From an optimization exercise on the open Yosys and OpenROAD flow, aimed at small area, a short achievable clock period and few clock cycles; shortcuts taken in it are not production practice.
The RTL was checked by simulation tests, not by an equivalence proof against the original design.
Power figures rest on the tool's default switching activity, not on a simulated workload.

==> flow/design.v (excerpt) <==
module simplecpu (
    input  wire        clk,
    input  wire        rst,
    output wire        mem_req,
    output wire        mem_we,
    output wire [15:0] mem_addr,
    output wire [7:0]  mem_wdata,
    input  wire        mem_ready,
    input  wire [7:0]  mem_rdata,
    output wire        out_valid,
    output wire [7:0]  out_data,
    output wire        in_req,
    input  wire        in_ack,
    input  wire [7:0]  in_data,
    output wire        halted,
    output wire [1:0]  fault,
    input  wire [3:0]  dbg_sel,
    output reg  [15:0] dbg_data
);
    localparam [7:0] OP_NOP  = 8'h00, OP_LDI  = 8'h01, OP_LDM  = 8'h02,
                     OP_ST   = 8'h03, OP_MOV  = 8'h04, OP_PUSH = 8'h05,
                     OP_POP  = 8'h06, OP_ADD  = 8'h10, OP_ADDI = 8'h11,
                     OP_SUB  = 8'h12, OP_SUBI = 8'h13, OP_MUL  = 8'h14,
                     OP_DIV  = 8'h15, OP_INC  = 8'h16, OP_DEC  = 8'h17,
                     OP_AND  = 8'h20, OP_OR   = 8'h21, OP_XOR  = 8'h22,
                     OP_NOT  = 8'h23, OP_SHL  = 8'h24, OP_SHR  = 8'h25,
                     OP_CMP  = 8'h30, OP_CMPI = 8'h31, OP_JMP  = 8'h40,
                     OP_JZ   = 8'h41, OP_JNZ  = 8'h42, OP_JC   = 8'h43,
                     OP_JNC  = 8'h44, OP_CALL = 8'h45, OP_RET  = 8'h46,
  ...
Size: roughly 280 flip-flops, about 79 I/O pins.
==> flow/config.mk <==
export PLATFORM = sky130hd
export DESIGN_NAME = simplecpu
export DESIGN_NICKNAME = simplecpu
export VERILOG_FILES = /design/flow/design.v
export SDC_FILE = /design/flow/constraint.sdc
export NUM_CORES = 4
export LEC_CHECK = 0
export CAP_MARGIN = 10
export CORE_MARGIN = 2
export CORE_UTILIZATION = 45
export SETUP_SLACK_MARGIN = 5
export SLEW_MARGIN = 10
==> flow/constraint.sdc <==
create_clock -name core_clock -period 11.0 [get_ports {clk}]
set_input_delay 2.2000 -clock core_clock [delete_from_list [all_inputs] [get_ports {clk}]]
set_output_delay 2.2000 -clock core_clock [all_outputs]
set_load 0.01 [all_outputs]
standard.sh (not shown) runs the stock make flow with config.mk's settings and CLKGATE_MAP_FILE= SYNTH_SCRIPT=/design/flow/synth_recipe.tcl, a recipe that flattens the netlist after the stock synthesis.
==> flow/flow/run.sh <==
#!/bin/bash
# Layout flow: the standard ORFS flow (standard.sh), except that synthesis
# maps the logic with ABC's area-oriented mapper (strash; dc2; dc2; &get -n; &dch; &nf -a; &put; topo)
# instead of ORFS's delay-oriented script. Everything else in synthesis (the
# yosys passes, register mapping, naming) is ORFS's and the standard flow's own script, so
# the registers are exactly those of the standard synthesis.
set -euo pipefail
W=$(pwd)

# ORFS's scripts, with only the ABC area script replaced
rm -rf "$W/scripts_area"
mkdir -p "$W/scripts_area"
cp -r "$FLOW_HOME/scripts/." "$W/scripts_area/"
printf 'strash\ndc2\ndc2\n&get -n\n&dch\n&nf -a\n&put\ntopo\n' > "$W/scripts_area/abc_area.script"

# synthesis (the standard flow's synthesis script, ORFS synth.tcl, area mapping)
make -C "$FLOW_HOME" DESIGN_CONFIG="$W/config.mk" WORK_HOME="$W/orfs" \
    CLKGATE_MAP_FILE= SYNTH_SCRIPT="$W/synth_recipe.tcl" \
    SCRIPTS_DIR="$W/scripts_area" ABC_AREA=1 synth > "$W/synth_make.log" 2>&1

# the rest of the layout: the standard flow from floorplan to finish,
# which also writes out/final.def
bash "$W/standard.sh" finish > "$W/layout_make.log" 2>&1
The baseline ran to the end with no violations.
Testbench counts at the start, summed over its fixed seeds: cycles 451,283.
Edit:
--- a/flow/flow/run.sh
+++ b/flow/flow/run.sh
@@ -2,3 +2,3 @@
 # Layout flow: the standard ORFS flow (standard.sh), except that synthesis
-# maps the logic with ABC's area-oriented mapper (strash; dc2; dc2; &get -n; &dch; &nf -a; &put; topo)
+# maps the logic with ABC's area-oriented mapper (strash; dc2; &get -n; &dch; &nf -a; &put; topo)
 # instead of ORFS's delay-oriented script. Everything else in synthesis (the
@@ -13,3 +13,3 @@
 cp -r "$FLOW_HOME/scripts/." "$W/scripts_area/"
-printf 'strash\ndc2\ndc2\n&get -n\n&dch\n&nf -a\n&put\ntopo\n' > "$W/scripts_area/abc_area.script"
+printf 'strash\ndc2\n&get -n\n&dch\n&nf -a\n&put\ntopo\n' > "$W/scripts_area/abc_area.script"
 
=>
- The changed run ran to the end with no violations
- clock-buffer cell count decreases by 2
- cell area increases slightly
- clock skew decreases by 0.015 ns
- critical path depth goes up by 7
- non-clock buffer count goes up by 47
- via count rises by a few percent
- fmax came out lower by a few percent
- routed wire length went up by a few percent
Edit:
==> flow/run.sh (new file) <==
#!/bin/bash
# synth_recipe.tcl (not shown) runs the flow's synth.tcl, then flattens the netlist and writes it again
# the make line also repeats each setting of config.mk as NAME=value (left out here)
make -C /OpenROAD-flow-scripts/flow DESIGN_CONFIG=/design/flow/config.mk WORK_HOME=/design/flow/orfs CLKGATE_MAP_FILE= SYNTH_SCRIPT=/design/flow/synth_recipe.tcl finish
--- a/flow/config.mk
+++ b/flow/config.mk
@@ -9,3 +9,3 @@
 export CORE_MARGIN = 2
-export CORE_UTILIZATION = 45
+export CORE_UTILIZATION = 40
 export SETUP_SLACK_MARGIN = 5
removed: flow/flow/run.sh
removed: flow/standard.sh
The new run produced a clean layout; total power came out higher by a few percent; core utilization came out lower by 8.8 points; first-iteration DRC count came out lower by roughly a tenth; combinational power came out higher by a few percent; fmax came out higher by a few percent; routed wire length came out higher by about a fifth; global-route usage came out lower by 5.0 points; area after synthesis came out higher by roughly a tenth.
Edit:
==> flow/flow/run.sh (new file) <==
#!/bin/bash
# Layout flow: the standard ORFS flow (standard.sh), except that synthesis
# maps the logic with ABC's area-oriented mapper (strash; &get -n; &dch; &nf -a; &put; topo)
# instead of ORFS's delay-oriented script. Everything else in synthesis (the
# yosys passes, register mapping, naming) is ORFS's and the standard flow's own script, so
# the registers are exactly those of the standard synthesis.
set -euo pipefail
W=$(pwd)

# ORFS's scripts, with only the ABC area script replaced
rm -rf "$W/scripts_area"
mkdir -p "$W/scripts_area"
cp -r "$FLOW_HOME/scripts/." "$W/scripts_area/"
printf 'strash\n&get -n\n&dch\n&nf -a\n&put\ntopo\n' > "$W/scripts_area/abc_area.script"

# synthesis (the standard flow's synthesis script, ORFS synth.tcl, area mapping)
make -C "$FLOW_HOME" DESIGN_CONFIG="$W/config.mk" WORK_HOME="$W/orfs" \
    CLKGATE_MAP_FILE= SYNTH_SCRIPT="$W/synth_recipe.tcl" \
    SCRIPTS_DIR="$W/scripts_area" ABC_AREA=1 synth > "$W/synth_make.log" 2>&1

# the rest of the layout: the standard flow from floorplan to finish,
# which also writes out/final.def
bash "$W/standard.sh" finish > "$W/layout_make.log" 2>&1
==> flow/standard.sh (new file) <==
#!/bin/bash
# synth_recipe.tcl (not shown) runs the flow's synth.tcl, then flattens the netlist and writes it again
# the make line also repeats each setting of config.mk as NAME=value (left out here)
make -C /OpenROAD-flow-scripts/flow DESIGN_CONFIG=/design/flow/config.mk WORK_HOME=/design/flow/orfs CLKGATE_MAP_FILE= SYNTH_SCRIPT=/design/flow/synth_recipe.tcl "${@:-finish}"
--- a/flow/config.mk
+++ b/flow/config.mk
@@ -9,3 +9,3 @@
 export CORE_MARGIN = 2
-export CORE_UTILIZATION = 40
+export CORE_UTILIZATION = 45
 export SETUP_SLACK_MARGIN = 5
removed: flow/run.sh
Clock-buffer cell count goes down by 4.
Global-route usage rises by 6.3 points.
Total power drops by a few percent.
Synthesized area fell by roughly a tenth.
Setup slack gains 0.048 ns.

==> port drivers added, routing unchanged <==
The results above use ideal ports. As a check the final layouts listed here were re-extracted and re-timed, cells and wires unchanged.
Step 1 assumes that a clkbuf_16 drives the clock port and a buf_2 every other input.
Step 2 times the ports against the registers' clock, not the clock port: input delays grow and output delays shrink by t, the midpoint of the rising clock arrivals with the driver on.
a / b / c = no drivers / after step 1 / after step 2; a / b = the first two.
run	shift t [ns]	slack for setup (ns)	slew at the worst register clock pin (ns)	worst slew at a driven data input, ns
the first run	0.627	4.987 / 4.964 / 4.636	0.07 / 0.07	0.07
the second run	0.631	4.614 / 4.614 / 4.614	0.07 / 0.07	0.06
the third run	0.633	4.915 / 4.905 / 4.915	0.07 / 0.07	0.05
the fourth run	0.629	4.963 / 4.904 / 4.863	0.07 / 0.07	0.04
After both steps setup and hold are still met in every run listed. For the first run, which loses most, drivers alone change the setup slack by -0.023 ns; drivers and shift together by -0.351 ns.
